What follows belongs to an exercise in optimizing a design on an open flow for small area, a short achievable clock period and few clock cycles; a production flow would make more cautious choices. In this exercise RTL edits were held to simulation tests only and were not proved equivalent to the original.

==> delta <==
// csc_codec
module csc_codec (
    input  wire        clk,
    input  wire        rst,
    input  wire        req_valid,
    output wire        req_ready,
    input  wire        req_op,         
    input  wire        req_pol,        
    input  wire [3:0]  req_len,        
    input  wire [63:0] req_pay,        
    input  wire [63:0] req_val,        
    input  wire [5:0]  sig_start,
    input  wire [5:0]  sig_len_m1,     
    input  wire        sig_be,         
    input  wire        sig_signed,
    input  wire [15:0] sig_scale,      
    input  wire [31:0] sig_offset,     
    input  wire [63:0] sig_min,        
    input  wire [63:0] sig_max,        
    output reg         rsp_valid,
    output reg  [3:0]  rsp_st,
    output wire [95:0] rsp_v,
    output reg         rsp_oor,
    output reg  [63:0] rsp_pay,
    output reg         rsp_clamped,
    output reg         rsp_rovf
);
==> flow/config.mk <==
export PLATFORM = sky130hd
export DESIGN_NAME = csc_codec
export DESIGN_NICKNAME = csc_codec
export VERILOG_FILES = /design/flow/design.v
export SDC_FILE = /design/flow/constraint.sdc
export NUM_CORES = 4
export LEC_CHECK = 0
export ABC_AREA = 1
export CAP_MARGIN = 35
export CORE_MARGIN = 2
export CORE_UTILIZATION = 40
export SLEW_MARGIN = 35
==> flow/constraint.sdc <==
create_clock -name core_clock -period 20.0 [get_ports {clk}]
set_input_delay 4.0000 -clock core_clock [delete_from_list [all_inputs] [get_ports {clk}]]
set_output_delay 4.0000 -clock core_clock [all_outputs]
set_load 0.01 [all_outputs]
standard.sh (not shown) runs the stock make flow with config.mk's settings and CLKGATE_MAP_FILE= SYNTH_SCRIPT=/design/flow/synth_recipe.tcl, a recipe that flattens the netlist after the stock synthesis.
==> flow/flow/run.sh <==
#!/bin/bash
# Layout flow: the standard ORFS layout (standard.sh, all stages), with two
# changes to how the layout is made:
#  - the timing repair steps (floorplan, CTS, global route) aim for more setup
#    slack than the default, which sizes and buffers the critical paths.
# The clock period, SDC constraints, floorplan, power grid, tap cells, CTS and
# routing are the standard ones; registers are those of the standard synthesis.
set -euo pipefail
bash standard.sh ADDER_MAP_FILE= SETUP_SLACK_MARGIN=13 finish > run_standard.log 2>&1
==> willow: changes against delta <==
--- a/flow/design.v
+++ b/flow/design.v
@@ -54,29 +54,29 @@
             if (x[7:4]  != 0) begin r[2] = 1'b1; x = {12'd0, x[7:4]};  end
             if (x[3:2]  != 0) begin r[1] = 1'b1; x = {14'd0, x[3:2]};  end
             if (x[1])         r[0] = 1'b1;
             bitlen16 = (x[1:0] == 2'd0) ? 5'd0 : {1'b0, r} + 5'd1;
         end
     endfunction
-    function [49:0] bmul(input [32:0] a, input [15:0] s, input [31:0] off);
-        reg [49:0] acc;
-        reg [33:0] mag, pp;
+    function [33:0] bmul(input [16:0] a, input [15:0] s, input [31:0] off);
+        reg [33:0] acc;
+        reg [17:0] mag, pp;
         reg        one, two, neg, lo;
         integer k;
         begin
-            acc = {18'd0, ~off[31], off[30:0]};
+            acc = {2'b00, ~off[31], off[30:0]};
             for (k = 0; k < 8; k = k + 1) begin
                 lo  = (k == 0) ? 1'b0 : s[2*k-1];
                 one = s[2*k] ^ lo;
                 two = (s[2*k+1] & ~s[2*k] & ~lo) | (~s[2*k+1] & s[2*k] & lo);
                 neg = s[2*k+1];
-                mag = one ? {a[32], a} : (two ? {a, 1'b0} : 34'd0);
-                pp  = mag ^ {34{neg}};
-                acc = acc + ({16'd0, ~pp[33], pp[32:0]} << (2*k)) + ({49'd0, neg} << (2*k));
+                mag = one ? {a[16], a} : (two ? {a, 1'b0} : 18'd0);
+                pp  = mag ^ {18{neg}};
+                acc = acc + ({16'd0, ~pp[17], pp[16:0]} << (2*k)) + ({33'd0, neg} << (2*k));
             end
-            bmul = acc - 50'h0AAAA80000000;
+            bmul = acc - 34'h080000000 - 34'h0AAAA0000;
         end
     endfunction
     function [17:0] r4step(input [15:0] r, input [1:0] c, input [16:0] d, input [17:0] d3);
         reg [17:0] t;
         reg [18:0] s1, s2, s3;
         begin
@@ -136,13 +136,15 @@
     wire [63:0] a_mask = {64{1'b1}} >> (6'd63 - a_lm1);
     wire [63:0] a_u    = (a_src >> a_sh) & a_mask;
     wire [5:0]  a_tpos = a_be ? {a_start[5:3], ~a_start[2:0]} : (a_fend[5:0] - 6'd1);
     wire        a_top  = a_pay[a_tpos];
     wire        a_neg  = a_sgn && a_top;
     wire [64:0] a_raw  = a_neg ? {1'b1, a_u | ~a_mask} : {1'b0, a_u};
-    wire        a_tm1  = !(&a_raw[64:32] || ~|a_raw[64:32]);
+    wire [1:0]  a_tm1  = (&a_raw[64:16] || ~|a_raw[64:16]) ? 2'd0 :
+                         (&a_raw[64:32] || ~|a_raw[64:32]) ? 2'd1 :
+                         (&a_raw[64:48] || ~|a_raw[64:48]) ? 2'd2 : 2'd3;
     reg  [3:0]  a_dec_st;
     always @(*) begin
         if (!a_ok)                a_dec_st = ST_INVALID;
         else if (a_len > 4'd8)    a_dec_st = ST_BADLEN;
         else if (a_len < a_need)  a_dec_st = ST_SHORT;
         else                      a_dec_st = ST_OK;
@@ -162,13 +164,13 @@
     wire [15:0] a_d    = a_sneg ? (16'd0 - a_scale) : a_scale;
     wire [16:0] a_nd   = a_sneg ? {1'b1, a_scale} : (17'd0 - {1'b0, a_scale});    
     wire [4:0]  a_bld  = bitlen16(a_d);
     reg        b_op;
     reg [3:0]  b_st;
     reg [64:0] b_x;       
-    reg        b_tm1;     
+    reg [1:0]  b_tm1;     
     reg [15:0] b_scale;   
     reg [31:0] b_off;     
     reg [63:0] b_min;     
     reg [63:0] b_max;     
     always @(posedge clk) begin
         if (b_take) begin
@@ -182,26 +184,43 @@
             b_max   <= a_op ? {47'd0, a_nd} : a_max;
         end
     end
     reg        c_op;
     reg [3:0]  c_st;
     reg [63:0] c_acc;     
-    reg [49:0] c_prod;    
-    reg [34:0] c_lo;      
+    reg [33:0] c_prod;    
+    reg [47:0] c_lo;      
     reg [15:0] c_scale;   
     reg [31:0] c_off;     
     reg [63:0] c_min;     
     reg [63:0] c_max;     
+    wire [1:0]  c_k    = c_cnt[1:0] - 2'd1;         
     reg         m_sel;                              
     reg         m_sel2;                             
-    wire [32:0] m_a    = m_sel ? (b_tm1 ? b_x[64:32] : b_x[32:0]) : {1'b0, c_lo[31:0]};
+    reg  [16:0] m_a;
+    always @(*) begin
+        if (m_sel) begin
+            case (b_tm1)
+                2'd0: m_a = b_x[16:0];
+                2'd1: m_a = b_x[32:16];
+                2'd2: m_a = b_x[48:32];
+                default: m_a = b_x[64:48];
+            endcase
+        end else begin
+            case (c_k)
+                2'd0: m_a = {1'b0, c_lo[15:0]};
+                2'd1: m_a = {1'b0, c_lo[31:16]};
+                default: m_a = {1'b0, c_lo[47:32]};
+            endcase
+        end
+    end
     wire [15:0] m_s    = m_sel2 ? b_scale : c_scale;
-    wire        m_last = m_sel2 ? !b_tm1 : (c_cnt == 5'd1);
+    wire        m_last = m_sel2 ? (b_tm1 == 2'd0) : (c_cnt == 5'd1);
     wire [31:0] m_off  = m_last ? (m_sel2 ? b_off : c_off) : 32'd0;
-    wire [49:0] m_p    = bmul(m_a, m_s, m_off);
-    wire [63:0] m_acc  = {{14{c_prod[49]}}, c_prod};
+    wire [33:0] m_p    = bmul(m_a, m_s, m_off);
+    wire [63:0] m_acc  = {c_acc[47:0], 16'd0} + {{30{c_prod[33]}}, c_prod};
     wire        e_nneg = b_x[64];
     wire [63:0] e_a1   = b_x[63:0];
     wire [6:0]  e_blz  = bitlen64(e_a1);                   
     wire        e_sneg = b_off[15];
     wire [15:0] e_d    = b_scale;
     wire [16:0] e_nd   = b_max[16:0];
@@ -228,39 +247,39 @@
     wire [15:0] v_r   = c_prod[15:0];
     wire [63:0] v_x   = c_acc;
     wire [16:0] v_d   = c_lo[16:0];
     wire [17:0] v_d3  = c_lo[34:17];
     wire [17:0] v_s1  = r4step(v_r, v_x[63:62], v_d, v_d3);
     wire [17:0] v_s2  = r4step(v_s1[17:2], v_x[61:60], v_d, v_d3);
-    wire [4:0] c_cnt_n = c_take ? ((b_st != ST_OK) ? 5'd0 : (b_op ? e_j : {4'd0, b_tm1}))
+    wire [4:0] c_cnt_n = c_take ? ((b_st != ST_OK) ? 5'd0 : (b_op ? e_j : {3'd0, b_tm1}))
                                 : c_cnt - 5'd1;
     always @(posedge clk) begin
         if (c_take) begin
             c_op <= b_op;
             c_st <= b_st;
             if (!b_op) begin
                 c_acc   <= 64'd0;
                 c_prod  <= m_p;
-                c_lo    <= {3'd0, b_x[31:0]};
+                c_lo    <= b_x[47:0];
                 c_scale <= b_scale;
                 c_off   <= b_off;
                 c_min   <= b_min;
                 c_max   <= b_max;
             end else begin
                 c_acc   <= e_x0;
-                c_prod  <= {33'd0, e_rn0, e_r0};
-                c_lo    <= {e_dd3, e_dd};
+                c_prod  <= {17'd0, e_rn0, e_r0};
+                c_lo    <= {13'd0, e_dd3, e_dd};
                 c_off   <= b_off;
                 c_min   <= b_min;
             end
         end else if (!c_op) begin
             c_acc  <= m_acc;
             c_prod <= m_p;
         end else begin
             c_acc  <= {v_x[59:0], v_s1[1:0], v_s2[1:0]};
-            c_prod <= {c_prod[49:16], v_s2[17:2]};
+            c_prod <= {c_prod[33:16], v_s2[17:2]};
         end
     end
     wire a_v_n  = rdy ? req_valid : a_v;
     wire b_v_n  = b_take ? a_v : b_v;
     wire c_v_n  = c_take ? b_v : c_v;
     wire c_z_n  = (c_cnt_n == 5'd0);
@@ -285,13 +304,13 @@
             c_z   <= c_z_n;
             rdy   <= rdy_n;
             m_sel <= m_sel_n;
             m_sel2 <= m_sel2_n;
         end
     end
-    wire [80:0] d_v   = {c_acc[48:0], 32'd0} + {{31{c_prod[49]}}, c_prod};
+    wire [80:0] d_v   = {c_acc[63], c_acc, 16'd0} + {{47{c_prod[33]}}, c_prod};
     wire        d_oor = ($signed(d_v) < $signed(c_min)) || ($signed(d_v) > $signed(c_max));
     wire [5:0]  f_start = c_off[5:0];
     wire [5:0]  f_lm1   = c_off[11:6];
     wire        f_be    = c_off[12];
     wire        f_sgn   = c_off[13];
     wire        f_cl    = c_off[14];
==> flow/flow/run.sh (replaced) <==
#!/bin/bash
# Layout flow: the standard ORFS layout (standard.sh, all stages), with two
# changes to how the layout is made:
#  - the timing repair steps (floorplan, CTS, global route) aim for more setup
#    slack than the default, which sizes and buffers the critical paths.
# The clock period, SDC constraints, floorplan, power grid, tap cells, CTS and
# routing are the standard ones; registers are those of the standard synthesis.
set -euo pipefail
bash standard.sh ADDER_MAP_FILE= SETUP_SLACK_MARGIN=14 finish > run_standard.log 2>&1
- CAP_MARGIN: 35 -> 20
- CORE_UTILIZATION: 40 -> 55
- SLEW_MARGIN: 35 -> 20
==> comparison table <==
Run status: delta timing/DRC/antenna clean; willow did not finish
Failing step: delta -; willow global routing (5_1_grt)
Adder-Cell Fraction of Synth Area: delta 0.379%; willow 0.173%
DP Worst Slack: delta 11.59 ns; willow 12.26 ns
Effective utilization at floorplan: delta 40.2%; willow 55.2%
Register area share after synthesis: delta 28.7%; willow 30.0%
Number of standard cells after synthesis: delta 16.5k; willow 15.8k
Flop and latch count out of synthesis: delta 1,066; willow 1,064
Synthesized area per cell: delta 6.23 µm²; willow 6.21 µm²
Number of post-CTS setup repair buffers: delta 25; willow 144
Syn Std Cell Area: delta 103,000 µm²; willow 98,200 µm²
Post-synthesis share of cell area spent on and, or, nand and nor gates: delta 34.0%; willow 34.6%
Netlist cell types: delta 78; willow 83
Syn_nets: delta 16.9k; willow 16.2k
Post-DP HPWL: delta 448,000 µm; willow 404,000 µm
Parity-gate share of the synthesized area counting xor and xnor cells: delta 7.08%; willow 5.37%
Share of the synthesized area in the top cell type: delta 23.9%; willow 25.0%
Die width: delta 512 µm; willow 427 µm
CTS Sinks: delta 1,066; willow 1,064
Post-DP Area: delta 111,000 µm²; willow 105,000 µm²
Final RePlAce weighted congestion: delta 1.09; willow 1.27
Placement Rows: delta 186; willow 155
Post-cts gate resize count: delta 93; willow 398
Proportion of synthesized area in mux cells: delta 0.813%; willow 0.810%
Area fraction in compound gates after synthesis: delta 18.5%; willow 18.3%
Number of instances in the placed design: delta 19.9k; willow 18.2k
Total CTS buffers: delta 119; willow 116
Vertical die dimension: delta 512 µm; willow 427 µm
Testbench counts of delta, summed over its fixed seeds: cycles 12,823.
Testbench counts of willow, summed over its fixed seeds: cycles 13,770.

==> inputs of job 7179 <==
csc_codec again, from the RTL that the note above started with.
Settings: LEC_CHECK=0, ABC_AREA=1, CAP_MARGIN=20, CORE_MARGIN=2, CORE_UTILIZATION=40, SLEW_MARGIN=20; clock period 20.0 ns.
==> flow/flow/run.sh <==
#!/bin/bash
# Layout flow: the standard ORFS layout (standard.sh, all stages), with two
# changes to how the layout is made:
#  - the timing repair steps (floorplan, CTS, global route) aim for more setup
#    slack than the default, which sizes and buffers the critical paths.
# The clock period, SDC constraints, floorplan, power grid, tap cells, CTS and
# routing are the standard ones; registers are those of the standard synthesis.
set -euo pipefail
bash standard.sh ADDER_MAP_FILE= SETUP_SLACK_MARGIN=14 finish > run_standard.log 2>&1
==> job 3142: changes against job 7179 <==
--- a/flow/design.v
+++ b/flow/design.v
@@ -54,29 +54,29 @@
             if (x[7:4]  != 0) begin r[2] = 1'b1; x = {12'd0, x[7:4]};  end
             if (x[3:2]  != 0) begin r[1] = 1'b1; x = {14'd0, x[3:2]};  end
             if (x[1])         r[0] = 1'b1;
             bitlen16 = (x[1:0] == 2'd0) ? 5'd0 : {1'b0, r} + 5'd1;
         end
     endfunction
-    function [49:0] bmul(input [32:0] a, input [15:0] s, input [31:0] off);
-        reg [49:0] acc;
-        reg [33:0] mag, pp;
+    function [33:0] bmul(input [16:0] a, input [15:0] s, input [31:0] off);
+        reg [33:0] acc;
+        reg [17:0] mag, pp;
         reg        one, two, neg, lo;
         integer k;
         begin
-            acc = {18'd0, ~off[31], off[30:0]};
+            acc = {2'b00, ~off[31], off[30:0]};
             for (k = 0; k < 8; k = k + 1) begin
                 lo  = (k == 0) ? 1'b0 : s[2*k-1];
                 one = s[2*k] ^ lo;
                 two = (s[2*k+1] & ~s[2*k] & ~lo) | (~s[2*k+1] & s[2*k] & lo);
                 neg = s[2*k+1];
-                mag = one ? {a[32], a} : (two ? {a, 1'b0} : 34'd0);
-                pp  = mag ^ {34{neg}};
-                acc = acc + ({16'd0, ~pp[33], pp[32:0]} << (2*k)) + ({49'd0, neg} << (2*k));
+                mag = one ? {a[16], a} : (two ? {a, 1'b0} : 18'd0);
+                pp  = mag ^ {18{neg}};
+                acc = acc + ({16'd0, ~pp[17], pp[16:0]} << (2*k)) + ({33'd0, neg} << (2*k));
             end
-            bmul = acc - 50'h0AAAA80000000;
+            bmul = acc - 34'h080000000 - 34'h0AAAA0000;
         end
     endfunction
     function [17:0] r4step(input [15:0] r, input [1:0] c, input [16:0] d, input [17:0] d3);
         reg [17:0] t;
         reg [18:0] s1, s2, s3;
         begin
@@ -136,13 +136,15 @@
     wire [63:0] a_mask = {64{1'b1}} >> (6'd63 - a_lm1);
     wire [63:0] a_u    = (a_src >> a_sh) & a_mask;
     wire [5:0]  a_tpos = a_be ? {a_start[5:3], ~a_start[2:0]} : (a_fend[5:0] - 6'd1);
     wire        a_top  = a_pay[a_tpos];
     wire        a_neg  = a_sgn && a_top;
     wire [64:0] a_raw  = a_neg ? {1'b1, a_u | ~a_mask} : {1'b0, a_u};
-    wire        a_tm1  = !(&a_raw[64:32] || ~|a_raw[64:32]);
+    wire [1:0]  a_tm1  = (&a_raw[64:16] || ~|a_raw[64:16]) ? 2'd0 :
+                         (&a_raw[64:32] || ~|a_raw[64:32]) ? 2'd1 :
+                         (&a_raw[64:48] || ~|a_raw[64:48]) ? 2'd2 : 2'd3;
     reg  [3:0]  a_dec_st;
     always @(*) begin
         if (!a_ok)                a_dec_st = ST_INVALID;
         else if (a_len > 4'd8)    a_dec_st = ST_BADLEN;
         else if (a_len < a_need)  a_dec_st = ST_SHORT;
         else                      a_dec_st = ST_OK;
@@ -162,13 +164,13 @@
     wire [15:0] a_d    = a_sneg ? (16'd0 - a_scale) : a_scale;
     wire [16:0] a_nd   = a_sneg ? {1'b1, a_scale} : (17'd0 - {1'b0, a_scale});    
     wire [4:0]  a_bld  = bitlen16(a_d);
     reg        b_op;
     reg [3:0]  b_st;
     reg [64:0] b_x;       
-    reg        b_tm1;     
+    reg [1:0]  b_tm1;     
     reg [15:0] b_scale;   
     reg [31:0] b_off;     
     reg [63:0] b_min;     
     reg [63:0] b_max;     
     always @(posedge clk) begin
         if (b_take) begin
@@ -182,26 +184,43 @@
             b_max   <= a_op ? {47'd0, a_nd} : a_max;
         end
     end
     reg        c_op;
     reg [3:0]  c_st;
     reg [63:0] c_acc;     
-    reg [49:0] c_prod;    
-    reg [34:0] c_lo;      
+    reg [33:0] c_prod;    
+    reg [47:0] c_lo;      
     reg [15:0] c_scale;   
     reg [31:0] c_off;     
     reg [63:0] c_min;     
     reg [63:0] c_max;     
+    wire [1:0]  c_k    = c_cnt[1:0] - 2'd1;         
     reg         m_sel;                              
     reg         m_sel2;                             
-    wire [32:0] m_a    = m_sel ? (b_tm1 ? b_x[64:32] : b_x[32:0]) : {1'b0, c_lo[31:0]};
+    reg  [16:0] m_a;
+    always @(*) begin
+        if (m_sel) begin
+            case (b_tm1)
+                2'd0: m_a = b_x[16:0];
+                2'd1: m_a = b_x[32:16];
+                2'd2: m_a = b_x[48:32];
+                default: m_a = b_x[64:48];
+            endcase
+        end else begin
+            case (c_k)
+                2'd0: m_a = {1'b0, c_lo[15:0]};
+                2'd1: m_a = {1'b0, c_lo[31:16]};
+                default: m_a = {1'b0, c_lo[47:32]};
+            endcase
+        end
+    end
     wire [15:0] m_s    = m_sel2 ? b_scale : c_scale;
-    wire        m_last = m_sel2 ? !b_tm1 : (c_cnt == 5'd1);
+    wire        m_last = m_sel2 ? (b_tm1 == 2'd0) : (c_cnt == 5'd1);
     wire [31:0] m_off  = m_last ? (m_sel2 ? b_off : c_off) : 32'd0;
-    wire [49:0] m_p    = bmul(m_a, m_s, m_off);
-    wire [63:0] m_acc  = {{14{c_prod[49]}}, c_prod};
+    wire [33:0] m_p    = bmul(m_a, m_s, m_off);
+    wire [63:0] m_acc  = {c_acc[47:0], 16'd0} + {{30{c_prod[33]}}, c_prod};
     wire        e_nneg = b_x[64];
     wire [63:0] e_a1   = b_x[63:0];
     wire [6:0]  e_blz  = bitlen64(e_a1);                   
     wire        e_sneg = b_off[15];
     wire [15:0] e_d    = b_scale;
     wire [16:0] e_nd   = b_max[16:0];
@@ -228,39 +247,39 @@
     wire [15:0] v_r   = c_prod[15:0];
     wire [63:0] v_x   = c_acc;
     wire [16:0] v_d   = c_lo[16:0];
     wire [17:0] v_d3  = c_lo[34:17];
     wire [17:0] v_s1  = r4step(v_r, v_x[63:62], v_d, v_d3);
     wire [17:0] v_s2  = r4step(v_s1[17:2], v_x[61:60], v_d, v_d3);
-    wire [4:0] c_cnt_n = c_take ? ((b_st != ST_OK) ? 5'd0 : (b_op ? e_j : {4'd0, b_tm1}))
+    wire [4:0] c_cnt_n = c_take ? ((b_st != ST_OK) ? 5'd0 : (b_op ? e_j : {3'd0, b_tm1}))
                                 : c_cnt - 5'd1;
     always @(posedge clk) begin
         if (c_take) begin
             c_op <= b_op;
             c_st <= b_st;
             if (!b_op) begin
                 c_acc   <= 64'd0;
                 c_prod  <= m_p;
-                c_lo    <= {3'd0, b_x[31:0]};
+                c_lo    <= b_x[47:0];
                 c_scale <= b_scale;
                 c_off   <= b_off;
                 c_min   <= b_min;
                 c_max   <= b_max;
             end else begin
                 c_acc   <= e_x0;
-                c_prod  <= {33'd0, e_rn0, e_r0};
-                c_lo    <= {e_dd3, e_dd};
+                c_prod  <= {17'd0, e_rn0, e_r0};
+                c_lo    <= {13'd0, e_dd3, e_dd};
                 c_off   <= b_off;
                 c_min   <= b_min;
             end
         end else if (!c_op) begin
             c_acc  <= m_acc;
             c_prod <= m_p;
         end else begin
             c_acc  <= {v_x[59:0], v_s1[1:0], v_s2[1:0]};
-            c_prod <= {c_prod[49:16], v_s2[17:2]};
+            c_prod <= {c_prod[33:16], v_s2[17:2]};
         end
     end
     wire a_v_n  = rdy ? req_valid : a_v;
     wire b_v_n  = b_take ? a_v : b_v;
     wire c_v_n  = c_take ? b_v : c_v;
     wire c_z_n  = (c_cnt_n == 5'd0);
@@ -285,13 +304,13 @@
             c_z   <= c_z_n;
             rdy   <= rdy_n;
             m_sel <= m_sel_n;
             m_sel2 <= m_sel2_n;
         end
     end
-    wire [80:0] d_v   = {c_acc[48:0], 32'd0} + {{31{c_prod[49]}}, c_prod};
+    wire [80:0] d_v   = {c_acc[63], c_acc, 16'd0} + {{47{c_prod[33]}}, c_prod};
     wire        d_oor = ($signed(d_v) < $signed(c_min)) || ($signed(d_v) > $signed(c_max));
     wire [5:0]  f_start = c_off[5:0];
     wire [5:0]  f_lm1   = c_off[11:6];
     wire        f_be    = c_off[12];
     wire        f_sgn   = c_off[13];
     wire        f_cl    = c_off[14];
==> flow/flow/run.sh (replaced) <==
#!/bin/bash
# Layout flow: the standard ORFS layout (standard.sh, all stages), with two
# changes to how the layout is made:
#  - the timing repair steps (floorplan, CTS, global route) aim for more setup
#    slack than the default, which sizes and buffers the critical paths.
# The clock period, SDC constraints, floorplan, power grid, tap cells, CTS and
# routing are the standard ones; registers are those of the standard synthesis.
set -euo pipefail
bash standard.sh ADDER_MAP_FILE= SETUP_SLACK_MARGIN=13 finish > run_standard.log 2>&1
Settings changed: CAP_MARGIN 20 to 35, SLEW_MARGIN 20 to 35.
==> run summary <==
- Die area: job 3142 is lower than job 7179 (about 4.7%).
- Clock skew: job 7179 is higher than job 3142 (4.3 ps).
- Between job 7179 and job 3142, the lower synthesized area is in job 3142 (gap 5.0%, measured against job 3142).
- Sequential share of layout area: job 3142 is higher than job 7179 (3.4 points).
Testbench counts of job 7179, summed over its fixed seeds: cycles 12,823.
Testbench counts of job 3142, summed over its fixed seeds: cycles 13,770.

-- port drivers added, routing unchanged --
In the flow no input, the clock included, has a driving cell. The finished layouts below were timed again as built, in two steps. Step 1: set_driving_cell puts a clkbuf_16 on clk and a buf_2 on each other input, an assumption about the parent block. Step 2 times the ports against the registers' clock, not the clock port: input delays grow and output delays shrink by t, the midpoint of the rising clock arrivals with the driver on. Three values: ideal ports, drivers, drivers and shift; two values: the first two.
run | t, ns | setup slack, ns | slew at the worst register clock pin (ns)
delta | 0.932 | 13.092 / 13.092 / 13.092 | 0.09 / 0.09
job 7179 | 0.938 | 13.486 / 13.486 / 13.486 | 0.09 / 0.09
job 3142 | 0.908 | 13.210 / 13.210 / 13.210 | 0.08 / 0.08
After both steps every run listed still meets setup and hold.
